Background: an optimization exercise with open tools, aiming at small area, a short achievable clock period and few clock cycles per item. Do not read the settings as production practice. Function was not checked in any run shown here: the RTL went through the layout flow alone.

==> flow/design.v (outline; a module is shown in full before it is edited, if it fits) <==
// module mdle_fadd: 53 lines
// module mdle_fmuln: 40 lines
// module mdle_fnorm: 21 lines
// module mdle_omix: 34 lines
// module mdle_mul24: 1916 lines
// module mdle_tick: 87 lines
module mdle_tick (
    input  wire        clk,
    input  wire        rst,
    input  wire        in_valid,
    output wire        in_ready,
    input  wire [31:0] in_x,
    input  wire [31:0] in_a,
    input  wire [31:0] in_b,
    input  wire [31:0] in_f,
    input  wire [31:0] in_feedback,
    input  wire [31:0] in_mix,
    output wire        out_valid,
    input  wire        out_ready,
    output reg  [31:0] out_y,
    output reg  [31:0] out_v
);
  // ...
==> flow/run.sh <==
#!/bin/bash
# synth_recipe.tcl (not shown) runs the flow's synth.tcl, then flattens the netlist and writes it again
# the make line also repeats each setting of config.mk as NAME=value (left out here)
make -C /OpenROAD-flow-scripts/flow DESIGN_CONFIG=/design/flow/config.mk WORK_HOME=/design/flow/orfs CLKGATE_MAP_FILE= SYNTH_SCRIPT=/design/flow/synth_recipe.tcl finish
==> flow/config.mk <==
export PLATFORM = sky130hd
export DESIGN_NAME = mdle_tick
export DESIGN_NICKNAME = mdle_tick
export VERILOG_FILES = /design/flow/design.v
export SDC_FILE = /design/flow/constraint.sdc
export NUM_CORES = 8
export LEC_CHECK = 0
export ABC_AREA = 1
export CAP_MARGIN = 20
export CORE_MARGIN = 2
export CORE_UTILIZATION = 60
export SLEW_MARGIN = 20
==> flow/constraint.sdc <==
create_clock -name core_clock -period 110.0 [get_ports {clk}]
set_input_delay 22.0000 -clock core_clock [delete_from_list [all_inputs] [get_ports {clk}]]
set_output_delay 22.0000 -clock core_clock [all_outputs]
set_load 0.01 [all_outputs]
==> impl_metrics.yaml, run 1 <==
outcome:
  outcome: "complete, no violations"
job:
  drv_cap: 0
clocking:
  hold_buffers: 0
  tritoncts: "built"
  cts_root_buf: "clkbuf_16"
  cts.path.max_buffers: 3
final_layout:
  nMultiInputCombCells: 14700
  seq_area_mm2: 0.0184
  post-route-util: 0.636
  dominant_cells: "multi-input combinational cells"
  numSequentialCells: 614
synthesis:
  synth_area_mm2: 0.141
  post_synth_mux_area_share: 0.00185
  synth-seq-cells: 614
  synth_top_family_by_area: "adder cells"
  synth-xor-area-share: 0.0305
  synth_compound_area_frac: 0.0847
sta:
  worstMarginPinSlew_ps: 1190
  maxSlewHeadroom: 0.203
  holdWs_ps: 372
  setup_viol: 0
detailed_routing:
  drc: 0
  wl_per_cell_um: 21.2
  highest_layer: "met5"
place:
  place_area_mm2: 0.146
  io_buffers: 261
  dpl.cell_count: 22500
global_routing:
  grt_max_degree: 143
  grt_pass1_wl_um: 743000
  grt_util_met2: 0.633
  grt_antenna_before_repair: 26
worst_setup_path:
  ff2ff_path_depth: 153
  path_class: "flop to flop"
floorplan:
  core_mm2: 0.233
  io_pins: 262
  dieHeight_um: 489
  placementRows: 177
  tapCellCount: 3132
min_path:
  holdPathStages: 0
==> module mdle_tick, before the edit <==
module mdle_tick (
    input  wire        clk,
    input  wire        rst,
    input  wire        in_valid,
    output wire        in_ready,
    input  wire [31:0] in_x,
    input  wire [31:0] in_a,
    input  wire [31:0] in_b,
    input  wire [31:0] in_f,
    input  wire [31:0] in_feedback,
    input  wire [31:0] in_mix,
    output wire        out_valid,
    input  wire        out_ready,
    output reg  [31:0] out_y,
    output reg  [31:0] out_v
);
    reg  [1:0] cnt;                  
    reg        vl0, vl1, vl2;        
    wire       adv = ~cnt[1];
    assign in_ready  = adv;
    assign out_valid = (cnt != 2'd0);
    reg [31:0] x0, a0, b0, f0, fb0, mx0;
    always @(posedge clk)
        if (adv) begin
            x0 <= in_x; a0 <= in_a; b0 <= in_b;
            f0 <= in_f; fb0 <= in_feedback; mx0 <= in_mix;
        end
    wire [31:0] d1, t1;
    wire        fs, fz;
    wire [9:0]  fe;
    wire [23:0] fm;
    mdle_fadd  u_sub_ba  (.a(b0), .b({~a0[31], a0[30:0]}), .y(d1));
    mdle_fnorm u_nrm_f   (.v(f0), .s(fs), .e(fe), .m(fm), .z(fz));
    mdle_fmuln u_mul_fba (.sa(fs), .ea(fe), .ma(fm), .az(fz), .b(d1), .y(t1));
    reg [31:0] t_1, a_1, x_1, fb_1, mx_1;
    always @(posedge clk)
        if (adv) begin
            t_1 <= t1; a_1 <= a0; x_1 <= x0; fb_1 <= fb0; mx_1 <= mx0;
        end
    wire [31:0] w2, fbw2, yw2, yd2;
    wire        bs, bz, ms, mz, gz;
    wire [9:0]  be, me, ge;
    wire [23:0] bm, mm, gm;
    mdle_fadd  u_add_w   (.a(a_1), .b(t_1), .y(w2));
    mdle_fnorm u_nrm_fb  (.v(fb_1), .s(bs), .e(be), .m(bm), .z(bz));
    mdle_fnorm u_nrm_mix (.v(mx_1), .s(ms), .e(me), .m(mm), .z(mz));
    mdle_omix  u_sub_g   (.mix(mx_1), .e(ge), .m(gm), .z(gz));
    mdle_fmuln u_mul_fbw (.sa(bs), .ea(be), .ma(bm), .az(bz), .b(w2), .y(fbw2));
    mdle_fmuln u_mul_yw  (.sa(ms), .ea(me), .ma(mm), .az(mz), .b(w2), .y(yw2));
    mdle_fmuln u_mul_yd  (.sa(1'b0), .ea(ge), .ma(gm), .az(gz), .b(x_1), .y(yd2));
    reg [31:0] fbw_2, yw_2, yd_2, x_2;
    reg        byp_2;
    always @(posedge clk)
        if (adv) begin
            fbw_2 <= fbw2; yw_2 <= yw2; yd_2 <= yd2; x_2 <= x_1;
            byp_2 <= (mx_1[30:0] == 31'd0);
        end
    wire [31:0] v3, ym3;
    mdle_fadd  u_add_v   (.a(x_2), .b(fbw_2), .y(v3));
    mdle_fadd  u_add_y   (.a(yd_2), .b(yw_2), .y(ym3));
    wire [31:0] y3 = byp_2 ? x_2 : ym3;
    reg [31:0] y_b, v_b;             
    wire       take = out_valid & out_ready;
    always @(posedge clk) begin
        if (rst) begin
            vl0 <= 1'b0; vl1 <= 1'b0; vl2 <= 1'b0;
            cnt <= 2'd0;
        end else begin
            if (adv) begin
                vl0 <= in_valid; vl1 <= vl0; vl2 <= vl1;
            end
            cnt <= cnt + {1'b0, adv & vl2} - {1'b0, take};
        end
    end
    always @(posedge clk) begin
        if (adv) begin
            y_b <= y3; v_b <= v3;
        end
        if (cnt[1]) begin
            if (out_ready) begin
                out_y <= y_b; out_v <= v_b;
            end
        end else if (!cnt[0] || out_ready) begin
            out_y <= y3; out_v <= v3;
        end
    end
endmodule
==> run 2, diff against run 1 <==
--- a/flow/design.v
+++ b/flow/design.v
@@ -114,7 +114,10 @@
 endmodule
-module mdle_omix (
+module mdle_mixg (
     input  wire [31:0] mix,
-    output wire [9:0]  e,
-    output wire [23:0] m,
-    output wire        z
+    output wire [9:0]  me,
+    output wire [23:0] mm,
+    output wire        mz,
+    output wire [9:0]  ge,
+    output wire [23:0] gm,
+    output wire        gz
 );
@@ -122,11 +125,8 @@
     wire        m0 = (em == 0);
-    wire [23:0] mm = {~m0, mix[22:0]};
-    wire [7:0]  rs = 8'd126 - {em[7:1], em[0] | m0};    
-    wire [4:0]  rk = (rs[7:5] != 0 || em == 8'd127) ? 5'd31 : rs[4:0];
+    wire [23:0] mv = {~m0, mix[22:0]};
+    wire [7:0]  rs = 8'd126 - {em[7:1], em[0] | m0};
+    wire [4:0]  rk = (rs[7:5] != 0) ? 5'd31 : rs[4:0];
     reg  [25:0] u;
-    reg  [24:0] xi, gi;
-    reg  [4:0]  lz;
-    integer     i;
     always @* begin
-        u = {mm, 2'b00};
+        u = {mv, 2'b00};
         if (rk[0]) u = {1'b0,  u[25:1]}  | {25'd0, u[0]};
@@ -136,13 +136,21 @@
         if (rk[4]) u = {16'b0, u[25:16]} | {25'd0, |u[15:0]};
-        xi = {1'b0, u[25:2]} + {24'd0, u[1] & (u[0] | u[2])};
-        if (em == 8'd127) xi = 25'h1000000;
-        gi = 25'h1000000 - xi;                
+    end
+    wire [23:0] xi = u[25:2] + {23'd0, u[1] & (u[0] | u[2])};    
+    wire [24:0] gi = 25'h1000000 - {1'b0, xi};                  
+    wire        one = (em == 8'd127);                           
+    wire [23:0] nin = m0 ? mv : gi[23:0];
+    reg  [4:0]  lz;
+    integer     i;
+    always @* begin
         lz = 5'd0;
         for (i = 0; i <= 23; i = i + 1)
-            if (gi[i]) lz = 5'd24 - i;
+            if (nin[i]) lz = 5'd23 - i;
     end
-    wire [24:0] gn = gi << lz;
-    assign m = gn[24:1];
-    assign e = 10'd127 - {5'd0, lz};
-    assign z = (gi == 0);
+    wire [23:0] nn = nin << lz;
+    assign mm = m0 ? nn : mv;
+    assign me = m0 ? (10'd1 - {5'd0, lz}) : {2'b00, em};
+    assign mz = m0 & (mix[22:0] == 0);
+    assign gm = gi[24] ? 24'h800000 : nn;
+    assign ge = gi[24] ? 10'd127 : (10'd126 - {5'd0, lz});
+    assign gz = one;
 endmodule
@@ -2109,4 +2117,4 @@
     mdle_fnorm u_nrm_fb  (.v(fb_1), .s(bs), .e(be), .m(bm), .z(bz));
-    mdle_fnorm u_nrm_mix (.v(mx_1), .s(ms), .e(me), .m(mm), .z(mz));
-    mdle_omix  u_sub_g   (.mix(mx_1), .e(ge), .m(gm), .z(gz));
+    mdle_mixg  u_mix_g   (.mix(mx_1), .me(me), .mm(mm), .mz(mz), .ge(ge), .gm(gm), .gz(gz));
+    assign ms = mx_1[31];
     mdle_fmuln u_mul_fbw (.sa(bs), .ea(be), .ma(bm), .az(bz), .b(w2), .y(fbw2));
--- a/flow/config.mk
+++ b/flow/config.mk
@@ -8,5 +8,5 @@
 export ABC_AREA = 1
-export CAP_MARGIN = 20
+export CAP_MARGIN = 50
 export CORE_MARGIN = 2
 export CORE_UTILIZATION = 60
-export SLEW_MARGIN = 20
+export SLEW_MARGIN = 70
==> run 2 against run 1 <==
- still clean
- sequential share of layout area is 0.095 points lower
- via count about the same
- clock-buffer cell count is 4 lower
==> impl_metrics.yaml, run 2 <==
synthesis:
  synthFlopType: "edfxtp_1"
  synthTopCellsByCount: "5,045 x nand2_1, 3,394 x inv_1, 2,080 x nor2_1"
  syn_inst: 19500
  ys_seq_area_frac: 0.132
  ys_warn_count: 5
  synth_edf_count: 609
  yosys-top-cells-area: "fa_1 29%, nand2_1 14%, edfxtp_1 13%, inv_1 9.1%, ha_1 6.0%"
  syn_area_per_cell_um2: 7.15
  synth_cell_types: 93
  synth.most_common_cell: "nand2_1"
  synth_top_area_cell: "fa_1"
  synth-seq-cells: 614
  synth_area_mm2: 0.139
  yosys.area.top_type_share: 0.294
  ys_async_sr_fraction: 0
sta:
  setup_tns_ps: 0
  finalWorstPathRequiredPeriod_ps: 28810
  rsz0062_at_grt: "false"
  maxSlewHeadroom: 0.658
  finalMaxSlewViolations: 0
  worstMarginPinSlew_ps: 510
  hold_violations: 0
  fmax_ghz: 0.0347
  clock_skew_ps: 81.1
  fin_crit_sh: 0.262
  setup_viol: 0
  holdWs_ps: 406
detailed_routing:
  drt_iter0_drc: 14800
  highest_layer: "met5"
  wl_um: 483000
  met3_length_um: 59900
  drc: 0
  wl_met2_um: 207000
  postRouteAntennaNets: 0
  routed-via-count: 132000
  drtPass1Iterations: 7
  via_per_inst: 5.89
  wl_per_cell_um: 21.5
  wl_met1_um: 187000
worst_setup_path:
  worst_path_most_repeated_cell: "nand2_1"
  critPathRequiredTime_ps: 110450
  cp_slowest_cell: "fa_1"
  worstPathArrival_ps: 29260
  critPathMaxFanout: 37
  critPathMaxStageDelay_ps: 550
  startpoint_type: "flop"
  path_class: "flop to flop"
  worst_setup_path_end_kind: "flop"
clocking:
  cts_resized: 0
  insertion_delay_ps: 770
  cts.path.max_buffers: 3
  cts_setup_buffers: 0
  cts_inserted_buffers: 76
  clk_pin_slew_ps: 70
  cts-htree-levels: 3
  hold_buffers: 0
  tritoncts: "built"
  cts.sinks: 614
  cts_root_buf: "clkbuf_16"
floorplan:
  core_mm2: 0.231
  initial_utilization: 0.605
  dieHeight_um: 486
  placementRows: 176
  io_pins: 262
  dieArea_mm2: 0.236
  dieWidth_um: 486
final_layout:
  nNetsFinal: 22300
  num-fill-cells: 21100
  seq_area_mm2: 0.0184
  final_common_cell: "nand2_1"
  drive_above_1_share: 0.0631
  area_growth_pct: 7.29
  final_cell_mix: "5,013 x nand2_1, 3,293 x inv_1, 2,057 x nor2_1"
  multi_input_area_mm2: 0.106
global_routing:
  gr-total-overflow: 0
  grt_pass1_vias: 129000
  grt_pass1_wl_um: 744000
  grt_use_total: 0.408
  grt_max_degree: 92
  grt_antenna_before_repair: 17
place:
  gp_congestion: 1.05
  io_buffers: 261
  place_hpwl_um: 379000
job:
  drv_cap: 0
min_path:
  hp-class: "flop to flop"
outcome:
  outcome: "complete, no violations"
## run 2: cell families (layout without fill, tap and decap cells)
| group | after synthesis | count (layout) | synth area share |
|---|---|---|---|
| simple gates | 9312 | 9312 | 0.281 |
| other cells | 2 | 9 | 0.0000539 |
| xor+xnor | 474 | 474 | 0.0304 |
| mux | 16 | 16 | 0.00116 |
| compound gates | 2034 | 2034 | 0.0808 |
| fa+ha+maj | 2713 | 2713 | 0.354 |
| buf+inv | 4320 | 4245 | 0.121 |
| flops | 614 | 614 | 0.132 |
## run 2: cell type report
| cell class | instances | area share |
|---|---|---|
| Antenna cell | 7 | 0.000117 |
| Inverter | 3540 | 0.0898 |
| Timing Repair Buffer | 567 | 0.0359 |
| Clock inverter | 57 | 0.00473 |
| Tap cell | 3026 | 0.0253 |
| Multi-Input combinational cell | 14600 | 0.708 |
| Sequential cell | 614 | 0.123 |
| Clock buffer | 81 | 0.0128 |
## run 2: critical path, delay by kind of cell (launching register included)
kind / cells / cell delay (ps)
AND/OR/NAND/NOR: 76 / 12010
adder cells (fa/ha/maj): 17 / 6610
AO/OA/AOI/OAI: 29 / 5310
buffers and inverters: 24 / 3540
XOR/XNOR: 3 / 500
flip-flops: 1 / 430
## run 2: routing by layer
metal | track usage | up-vias
li1 | - | 60300
met1 | 0.542 | 62400
met2 | 0.621 | 7742
met3 | 0.106 | 1771
met4 | 0.194 | 16
met5 | 0.00388 | -
## run 2: path summary, 6_finish.rpt
check	from	slack [ps]	cells after the start	end
setup / recovery	b0[28]$_DFFE_PN_	81190	149	t_1[22]$_SDFFCE_PP1N_
hold / removal	x0[25]$_DFFE_PN_	410	0	x_1[25]$_DFFE_PN_
setup reg to reg	b0[28]$_DFFE_PN_	81190	149	t_1[22]$_SDFFCE_PP1N_
hold reg to reg	x0[25]$_DFFE_PN_	410	0	x_1[25]$_DFFE_PN_
## run 2: per-stage QoR
stage               worst slack [ps]  instances   util  cell area (um^2)
floorplan                      72500      19500      -            139000
global placement               79590      22200  0.626            144000
detailed placement             81310      22300  0.635            146000
CTS                            81180      22400  0.646            149000
global route                   78040      22400  0.649            150000
finish                         81190      22400  0.649            150000
==> module mdle_fmuln, before the edit <==
module mdle_fmuln (
    input  wire        sa,
    input  wire [9:0]  ea,      
    input  wire [23:0] ma,
    input  wire        az,
    input  wire [31:0] b,
    output wire [31:0] y
);
    wire b_ff  = (b[30:23] == 8'hFF);
    wire b_fz  = (b[22:0] == 0);
    wire be0   = (b[30:23] == 0);
    wire bz    = be0 & b_fz;
    wire nan   = b_ff & (~b_fz | az);
    wire sgn   = sa ^ b[31];
    wire [47:0] prod;
    mdle_mul24 u_mul (.a(ma), .b({~be0, b[22:0]}), .p(prod));
    wire [9:0]  e1 = ea + {2'b00, b[30:24], b[23] | be0} - 10'd127;
    wire [9:0]  k  = 10'd1 - e1;                   
    wire        sub = ~k[9] & (k != 0);            
    wire [4:0]  ks = !sub ? {4'd0, prod[47]} : (k[9:5] != 0) ? 5'd31 : k[4:0];
    wire [8:0]  eb1 = sub ? 9'd0 : (e1[8:0] - 9'd1 + {8'd0, prod[47]});
    reg  [26:0] w;
    always @* begin
        w = {prod[47:22], |prod[21:0]};
        if (ks[0]) w = {1'b0,  w[26:1]}  | {26'd0, w[0]};
        if (ks[1]) w = {2'b0,  w[26:2]}  | {26'd0, |w[1:0]};
        if (ks[2]) w = {4'b0,  w[26:4]}  | {26'd0, |w[3:0]};
        if (ks[3]) w = {8'b0,  w[26:8]}  | {26'd0, |w[7:0]};
        if (ks[4]) w = {16'b0, w[26:16]} | {26'd0, |w[15:0]};
    end
    wire [23:0] m   = w[25:2];
    wire        rnd = w[1] & (w[0] | m[0]);
    wire [24:0] mr  = {1'b0, m} + {24'd0, rnd};
    wire [9:0]  fe  = {1'b0, eb1} + {8'd0, mr[24:23]};
    wire        zero = az | bz;
    wire        inf  = (b_ff & ~nan) | (~zero & (fe >= 10'd255));
    assign y[31]    = ~nan & sgn;
    assign y[30:23] = (nan | inf) ? 8'hFF : zero ? 8'h00 : fe[7:0];
    assign y[22:0]  = nan ? 23'h400000 : (inf | zero) ? 23'd0 : mr[22:0];
endmodule
==> run 3, diff against run 2 <==
--- a/flow/design.v
+++ b/flow/design.v
@@ -53,3 +53,3 @@
 endmodule
-module mdle_fmuln (
+module mdle_fmul_p (
     input  wire        sa,
@@ -59,3 +59,8 @@
     input  wire [31:0] b,
-    output wire [31:0] y
+    output wire [26:0] pw,      
+    output wire [9:0]  pe,      
+    output wire        ps,      
+    output wire        pnan,
+    output wire        pinf,    
+    output wire        pzero    
 );
@@ -64,15 +69,27 @@
     wire be0   = (b[30:23] == 0);
-    wire bz    = be0 & b_fz;
-    wire nan   = b_ff & (~b_fz | az);
-    wire sgn   = sa ^ b[31];
     wire [47:0] prod;
     mdle_mul24 u_mul (.a(ma), .b({~be0, b[22:0]}), .p(prod));
-    wire [9:0]  e1 = ea + {2'b00, b[30:24], b[23] | be0} - 10'd127;
-    wire [9:0]  k  = 10'd1 - e1;                   
+    assign pw    = {prod[47:22], |prod[21:0]};
+    assign pe    = ea + {2'b00, b[30:24], b[23] | be0} - 10'd127;
+    assign ps    = sa ^ b[31];
+    assign pnan  = b_ff & (~b_fz | az);
+    assign pinf  = b_ff & b_fz & ~az;
+    assign pzero = az | (be0 & b_fz);
+endmodule
+module mdle_fmul_r (
+    input  wire [26:0] pw,
+    input  wire [9:0]  pe,
+    input  wire        ps,
+    input  wire        pnan,
+    input  wire        pinf,
+    input  wire        pzero,
+    output wire [31:0] y
+);
+    wire [9:0]  k   = 10'd1 - pe;                  
     wire        sub = ~k[9] & (k != 0);            
-    wire [4:0]  ks = !sub ? {4'd0, prod[47]} : (k[9:5] != 0) ? 5'd31 : k[4:0];
-    wire [8:0]  eb1 = sub ? 9'd0 : (e1[8:0] - 9'd1 + {8'd0, prod[47]});
+    wire [4:0]  ks  = !sub ? {4'd0, pw[26]} : (k[9:5] != 0) ? 5'd31 : k[4:0];
+    wire [8:0]  eb1 = sub ? 9'd0 : (pe[8:0] - 9'd1 + {8'd0, pw[26]});
     reg  [26:0] w;
     always @* begin
-        w = {prod[47:22], |prod[21:0]};
+        w = pw;
         if (ks[0]) w = {1'b0,  w[26:1]}  | {26'd0, w[0]};
@@ -87,7 +104,21 @@
     wire [9:0]  fe  = {1'b0, eb1} + {8'd0, mr[24:23]};
-    wire        zero = az | bz;
-    wire        inf  = (b_ff & ~nan) | (~zero & (fe >= 10'd255));
-    assign y[31]    = ~nan & sgn;
-    assign y[30:23] = (nan | inf) ? 8'hFF : zero ? 8'h00 : fe[7:0];
-    assign y[22:0]  = nan ? 23'h400000 : (inf | zero) ? 23'd0 : mr[22:0];
+    wire        inf = pinf | (~pzero & ~pnan & (fe >= 10'd255));
+    assign y[31]    = ~pnan & ps;
+    assign y[30:23] = (pnan | inf) ? 8'hFF : pzero ? 8'h00 : fe[7:0];
+    assign y[22:0]  = pnan ? 23'h400000 : (inf | pzero) ? 23'd0 : mr[22:0];
+endmodule
+module mdle_fmuln (
+    input  wire        sa,
+    input  wire [9:0]  ea,
+    input  wire [23:0] ma,
+    input  wire        az,
+    input  wire [31:0] b,
+    output wire [31:0] y
+);
+    wire [26:0] pw;
+    wire [9:0]  pe;
+    wire        ps, pnan, pinf, pzero;
+    mdle_fmul_p u_p (.sa(sa), .ea(ea), .ma(ma), .az(az), .b(b),
+                     .pw(pw), .pe(pe), .ps(ps), .pnan(pnan), .pinf(pinf), .pzero(pzero));
+    mdle_fmul_r u_r (.pw(pw), .pe(pe), .ps(ps), .pnan(pnan), .pinf(pinf), .pzero(pzero), .y(y));
 endmodule
@@ -2089,6 +2120,8 @@
     reg  [1:0] cnt;                  
-    reg        vl0, vl1, vl2;        
-    wire       adv = ~cnt[1];
-    assign in_ready  = adv;
-    assign out_valid = (cnt != 2'd0);
+    reg        rdy;                  
+    reg        ovl;                  
+    reg  [3:0] vl;                   
+    wire       adv = ~cnt[1];        
+    assign in_ready  = rdy;
+    assign out_valid = ovl;
     reg [31:0] x0, a0, b0, f0, fb0, mx0;
@@ -2099,3 +2132,3 @@
         end
-    wire [31:0] d1, t1;
+    wire [31:0] d1;
     wire        fs, fz;
@@ -2103,43 +2136,72 @@
     wire [23:0] fm;
-    mdle_fadd  u_sub_ba  (.a(b0), .b({~a0[31], a0[30:0]}), .y(d1));
-    mdle_fnorm u_nrm_f   (.v(f0), .s(fs), .e(fe), .m(fm), .z(fz));
-    mdle_fmuln u_mul_fba (.sa(fs), .ea(fe), .ma(fm), .az(fz), .b(d1), .y(t1));
-    reg [31:0] t_1, a_1, x_1, fb_1, mx_1;
+    wire [26:0] tw1;
+    wire [9:0]  te1;
+    wire        ts1, tnan1, tinf1, tz1;
+    mdle_fadd   u_sub_ba  (.a(b0), .b({~a0[31], a0[30:0]}), .y(d1));
+    mdle_fnorm  u_nrm_f   (.v(f0), .s(fs), .e(fe), .m(fm), .z(fz));
+    mdle_fmul_p u_mul_fba (.sa(fs), .ea(fe), .ma(fm), .az(fz), .b(d1),
+                           .pw(tw1), .pe(te1), .ps(ts1), .pnan(tnan1), .pinf(tinf1), .pzero(tz1));
+    reg [26:0] tw_1;
+    reg [9:0]  te_1;
+    reg        ts_1, tnan_1, tinf_1, tz_1;
+    reg [31:0] a_1, x_1, fb_1, mx_1;
     always @(posedge clk)
         if (adv) begin
-            t_1 <= t1; a_1 <= a0; x_1 <= x0; fb_1 <= fb0; mx_1 <= mx0;
+            tw_1 <= tw1; te_1 <= te1; ts_1 <= ts1; tnan_1 <= tnan1; tinf_1 <= tinf1; tz_1 <= tz1;
+            a_1 <= a0; x_1 <= x0; fb_1 <= fb0; mx_1 <= mx0;
         end
-    wire [31:0] w2, fbw2, yw2, yd2;
-    wire        bs, bz, ms, mz, gz;
-    wire [9:0]  be, me, ge;
-    wire [23:0] bm, mm, gm;
-    mdle_fadd  u_add_w   (.a(a_1), .b(t_1), .y(w2));
-    mdle_fnorm u_nrm_fb  (.v(fb_1), .s(bs), .e(be), .m(bm), .z(bz));
-    mdle_mixg  u_mix_g   (.mix(mx_1), .me(me), .mm(mm), .mz(mz), .ge(ge), .gm(gm), .gz(gz));
-    assign ms = mx_1[31];
-    mdle_fmuln u_mul_fbw (.sa(bs), .ea(be), .ma(bm), .az(bz), .b(w2), .y(fbw2));
-    mdle_fmuln u_mul_yw  (.sa(ms), .ea(me), .ma(mm), .az(mz), .b(w2), .y(yw2));
-    mdle_fmuln u_mul_yd  (.sa(1'b0), .ea(ge), .ma(gm), .az(gz), .b(x_1), .y(yd2));
-    reg [31:0] fbw_2, yw_2, yd_2, x_2;
-    reg        byp_2;
+    wire [31:0] t2, w2;
+    mdle_fmul_r u_rnd_fba (.pw(tw_1), .pe(te_1), .ps(ts_1), .pnan(tnan_1), .pinf(tinf_1), .pzero(tz_1), .y(t2));
+    mdle_fadd   u_add_w   (.a(a_1), .b(t2), .y(w2));
+    wire [9:0]  me2, ge2;
+    wire [23:0] mm2, gm2;
+    wire        mz2, gz2;
+    mdle_mixg   u_mix_g   (.mix(mx_1), .me(me2), .mm(mm2), .mz(mz2), .ge(ge2), .gm(gm2), .gz(gz2));
+    wire        bs2, bz2;
+    wire [9:0]  be2;
+    wire [23:0] bm2;
+    mdle_fnorm  u_nrm_fb  (.v(fb_1), .s(bs2), .e(be2), .m(bm2), .z(bz2));
+    reg [31:0] w_3, x_3;
+    reg [9:0]  be_3, me_3, ge_3;
+    reg [23:0] bm_3;
+    reg        bs_3, bz_3;
+    reg [23:0] mm_3, gm_3;
+    reg        ms_3, mz_3, gz_3, byp_3;
     always @(posedge clk)
         if (adv) begin
-            fbw_2 <= fbw2; yw_2 <= yw2; yd_2 <= yd2; x_2 <= x_1;
-            byp_2 <= (mx_1[30:0] == 31'd0);
+            w_3 <= w2; x_3 <= x_1;
+            bs_3 <= bs2; be_3 <= be2; bm_3 <= bm2; bz_3 <= bz2;
+            ms_3 <= mx_1[31]; me_3 <= me2; mm_3 <= mm2; mz_3 <= mz2;
+            ge_3 <= ge2; gm_3 <= gm2; gz_3 <= gz2;
+            byp_3 <= (mx_1[30:0] == 31'd0);
         end
-    wire [31:0] v3, ym3;
-    mdle_fadd  u_add_v   (.a(x_2), .b(fbw_2), .y(v3));
-    mdle_fadd  u_add_y   (.a(yd_2), .b(yw_2), .y(ym3));
-    wire [31:0] y3 = byp_2 ? x_2 : ym3;
-    reg [31:0] y_b, v_b;             
-    wire       take = out_valid & out_ready;
+    wire [31:0] fbw4, yw4, yd4;
+    mdle_fmuln u_mul_fbw (.sa(bs_3), .ea(be_3), .ma(bm_3), .az(bz_3), .b(w_3), .y(fbw4));
+    mdle_fmuln u_mul_yw  (.sa(ms_3), .ea(me_3), .ma(mm_3), .az(mz_3), .b(w_3), .y(yw4));
+    mdle_fmuln u_mul_yd  (.sa(1'b0), .ea(ge_3), .ma(gm_3), .az(gz_3), .b(x_3), .y(yd4));
+    reg [31:0] fbw_4, yw_4, yd_4, x_4;
+    reg        byp_4;
+    always @(posedge clk)
+        if (adv) begin
+            fbw_4 <= fbw4; yw_4 <= yw4; yd_4 <= yd4; x_4 <= x_3;
+            byp_4 <= byp_3;
+        end
+    wire [31:0] v5, ym5;
+    mdle_fadd  u_add_v   (.a(x_4), .b(fbw_4), .y(v5));
+    mdle_fadd  u_add_y   (.a(yd_4), .b(yw_4), .y(ym5));
+    wire [31:0] y5 = byp_4 ? x_4 : ym5;
+    reg  [31:0] y_b, v_b;            
+    wire        take = ovl & out_ready;
+    wire        put  = adv & vl[3];
+    wire [1:0]  cnt_n = cnt + {1'b0, put} - {1'b0, take};
     always @(posedge clk) begin
         if (rst) begin
-            vl0 <= 1'b0; vl1 <= 1'b0; vl2 <= 1'b0;
-            cnt <= 2'd0;
+            vl <= 4'd0;
+            cnt <= 2'd0; rdy <= 1'b1; ovl <= 1'b0;
         end else begin
-            if (adv) begin
-                vl0 <= in_valid; vl1 <= vl0; vl2 <= vl1;
-            end
-            cnt <= cnt + {1'b0, adv & vl2} - {1'b0, take};
+            if (adv)
+                vl <= {vl[2:0], in_valid};
+            cnt    <= cnt_n;
+            rdy    <= ~cnt_n[1];
+            ovl    <= (cnt_n != 2'd0);
         end
@@ -2148,3 +2210,3 @@
         if (adv) begin
-            y_b <= y3; v_b <= v3;
+            y_b <= y5; v_b <= v5;
         end
@@ -2155,3 +2217,3 @@
         end else if (!cnt[0] || out_ready) begin
-            out_y <= y3; out_v <= v3;
+            out_y <= y5; out_v <= v5;
         end
--- a/flow/config.mk
+++ b/flow/config.mk
@@ -8,5 +8,5 @@
 export ABC_AREA = 1
-export CAP_MARGIN = 50
+export CAP_MARGIN = 60
 export CORE_MARGIN = 2
 export CORE_UTILIZATION = 60
-export SLEW_MARGIN = 70
+export SLEW_MARGIN = 85
==> run 3 against run 2 <==
- highest routed layer unchanged
- largest cell class unchanged
- clock-buffer cell count increased by 23
- cell area increased by 26%
- routed wire length increased by 12%
- die area increased by 3.8%
- critical path depth increased by 9
- utilization increased by 14 points
- cell count increased by 9.2%
- global-route usage increased by 1.7 points
- register-to-register slack got worse by 17000 ps
- via count increased by 10%
- still clean on timing, DRC and antenna
==> impl_metrics.yaml, run 3 <==
detailed_routing:
  wl_um: 540000
  drtPass1Iterations: 9
  routed-via-count: 146000
  drt_iter0_drc: 16000
  drc: 0
  via_per_inst: 5.95
  postRouteAntennaNets: 0
  wl_per_cell_um: 22.0
final_layout:
  final_cell_mix: "5,407 x nand2_1, 3,526 x inv_1, 2,010 x fa_1"
  num-fill-cells: 16700
  area_growth_pct: 30.1
  nNetsFinal: 24100
  drive_above_1_share: 0.204
  seq_area_mm2: 0.0237
  multi_input_area_mm2: 0.122
  final_common_cell: "nand2_1"
  post-route-util: 0.784
synthesis:
  ys_seq_area_frac: 0.164
  synthFlopType: "edfxtp_1"
  synth_top_area_cell: "fa_1"
  post_synth_mux_area_share: 0.00214
  yosys.area.top_type_share: 0.283
  synth-seq-cells: 792
  synth_compound_area_frac: 0.0816
  synth.most_common_cell: "nand2_1"
  yosys.area_share.simple: 0.264
  synth_cell_types: 85
  synth_edf_count: 784
  ys_async_sr_fraction: 0
  synth_area_mm2: 0.145
  syn_inst: 19900
  syn_area_per_cell_um2: 7.27
  synthAdderAreaFrac: 0.341
  ys_warn_count: 5
  synth_top_family_by_area: "adder cells"
  synth-xor-area-share: 0.0260
  synthTopCellsByCount: "5,739 x nand2_1, 3,698 x inv_1, 2,050 x fa_1"
  yosys-top-cells-area: "fa_1 28%, edfxtp_1 16%, nand2_1 15%, inv_1 9.6%, ha_1 5.7%"
worst_setup_path:
  critPathMaxFanout: 27
  cp-startpoint: "b0[7]$_DFFE_PN_"
  critPathMaxStageDelay_ps: 570
  critPathRequiredTime_ps: 110500
  cp_slowest_cell: "clkdlybuf4s50_1"
  r2r-end: "tw_1[0]$_DFFE_PN_"
  path_class: "flop to flop"
  startpoint_type: "flop"
  reg2reg_from: "b0[7]$_DFFE_PN_"
  r2r_slack_ps: 64300
  crit_end: "tw_1[0]$_DFFE_PN_"
  worst_setup_path_end_kind: "flop"
  worst_path_most_repeated_cell: "clkdlybuf4s50_1"
  worstPathArrival_ps: 46200
  ff2ff_path_depth: 158
clocking:
  cts.path.max_buffers: 3
  clk_pin_slew_ps: 70
  cts_inserted_buffers: 92
  cts_root_buf: "clkbuf_16"
  cts.sinks: 792
  tritoncts: "built"
  insertion_delay_ps: 800
  cts_setup_buffers: 0
  cts_resized: 0
  cts-htree-levels: 3
  hold_buffers: 0
place:
  pre_cts_ws_ps: 84670
  io_buffers: 261
  gp_congestion: 1.02
  place_hpwl_um: 421000
floorplan:
  core_mm2: 0.240
  io_pins: 262
  dieWidth_um: 495
  initial_utilization: 0.602
  placementRows: 180
  dieArea_mm2: 0.245
  dieHeight_um: 495
global_routing:
  grt_antenna_before_repair: 12
  grt_use_total: 0.424
  grt_max_degree: 37
  grt_pass1_vias: 144000
  gr-total-overflow: 0
  grt_pass1_wl_um: 806000
sta:
  setup_slack_ps: 64300
  rsz0062_at_grt: "false"
  hold_violations: 0
  finalWorstPathRequiredPeriod_ps: 45700
  setup_tns_ps: 0
  setup_viol: 0
  clock_skew_ps: 61.4
  finalMaxSlewViolations: 0
  fin_crit_sh: 0.415
  fmax_ghz: 0.0219
outcome:
  outcome: "complete, no violations"
job:
  drv_cap: 0
min_path:
  hp-class: "flop to flop"
[run 3: cell count changes after synthesis, moves of 31 or more]
cell	previous run	this run
edfxtp_1	609	784
buf_2	164	123
o21ai_0	1012	1140
xor2_1	368	337
a31oi_1	108	65
nor2_1	2080	1334
nand4_1	268	236
inv_2	84	53
inv_1	3394	3698
clkbuf_1	481	614
nand2_1	5045	5739
[run 3: final cells by class]
class,count,share of cell area
Multi-Input combinational cell,14500,0.648
Sequential cell,792,0.126
Timing Repair Buffer,2051,0.109
Inverter,3794,0.0793
Tap cell,3185,0.0212
Clock buffer,104,0.0126
Clock inverter,69,0.00369
Antenna cell,15,0.000199
[run 3: worst min-delay path by stage]
stage,startpoint,to,depth (start not counted)
global route,mx_1[31]$_DFFE_PN_,ms_3$_DFFE_PN_,0
finish,fb0[30]$_DFFE_PN_,fb_1[30]$_DFFE_PN_,0
floorplan,fb_1[31]$_DFFE_PN_,bs_3$_DFFE_PN_,0
global placement,mx0[11]$_DFFE_PN_,mx_1[11]$_DFFE_PN_,0
CTS,fb0[30]$_DFFE_PN_,fb_1[30]$_DFFE_PN_,0
detailed placement,fb0[9]$_DFFE_PN_,fb_1[9]$_DFFE_PN_,0
[run 3: metal layers]
metal | vias up | part of all wire | GRT usage
met4 | 12 | 0.084 | 0.276
li1 | 64600 | - | -
met2 | 8809 | 0.46 | 0.680
met5 | - | 0.0010 | 0
met3 | 2722 | 0.11 | 0.0965
met1 | 69700 | 0.35 | 0.516
[run 3: cell families (layout without fill, tap and decap cells)]
group	count (synthesis)	count (layout)
simple gates	9166	9166
buf+inv	4628	6018
fa+ha+maj	2713	2713
compound gates	2150	2150
flops	792	792
xor+xnor	428	428
mux	31	31
other cells	1	18
[run 3: per-stage QoR]
stage	cells	hold slack [ps]	area [um^2]
floorplan	19900	400	145000
global placement	22800	400	150000
detailed placement	24000	405	179000
CTS	24200	390	182000
global route	24500	410	188000
finish	24500	409	188000
[run 3: worst max-delay path, delay by kind of cell, from the launching register on]
family / cells / cell delay (ps)
xor+xnor: 2 / 290
flops: 1 / 420
compound gates: 25 / 3380
fa+ha+maj: 9 / 3450
buf+inv: 88 / 33780
simple gates: 34 / 4030

re-timing with driven ports:
Ports are ideal in the flow. The routed layouts listed here were re-timed in OpenROAD. Step 1: set_driving_cell puts a clkbuf_16 on clk and a buf_2 on each other input, an assumption about the parent block. Step 2 times the ports against the registers' clock, not the clock port: input delays grow and output delays shrink by t, the midpoint of the rising clock arrivals with the driver on. Three values: ideal, step 1, step 2; two values: the first two.
run	t, ns	setup WS [ns]	worst hold slack (ns)	worst setup path at the end	pins driven straight from the clock port
run 1	0.829	78.294 / 78.294 / 78.294	0.372 / 0.372 / 0.372	register to register	1
run 2	0.834	81.194 / 81.194 / 81.194	0.406 / 0.406 / 0.406	register to register	1
run 3	0.873	64.301 / 64.301 / 64.301	0.409 / 0.409 / 0.409	register to register	1
After both steps setup and hold are still met in every run listed.
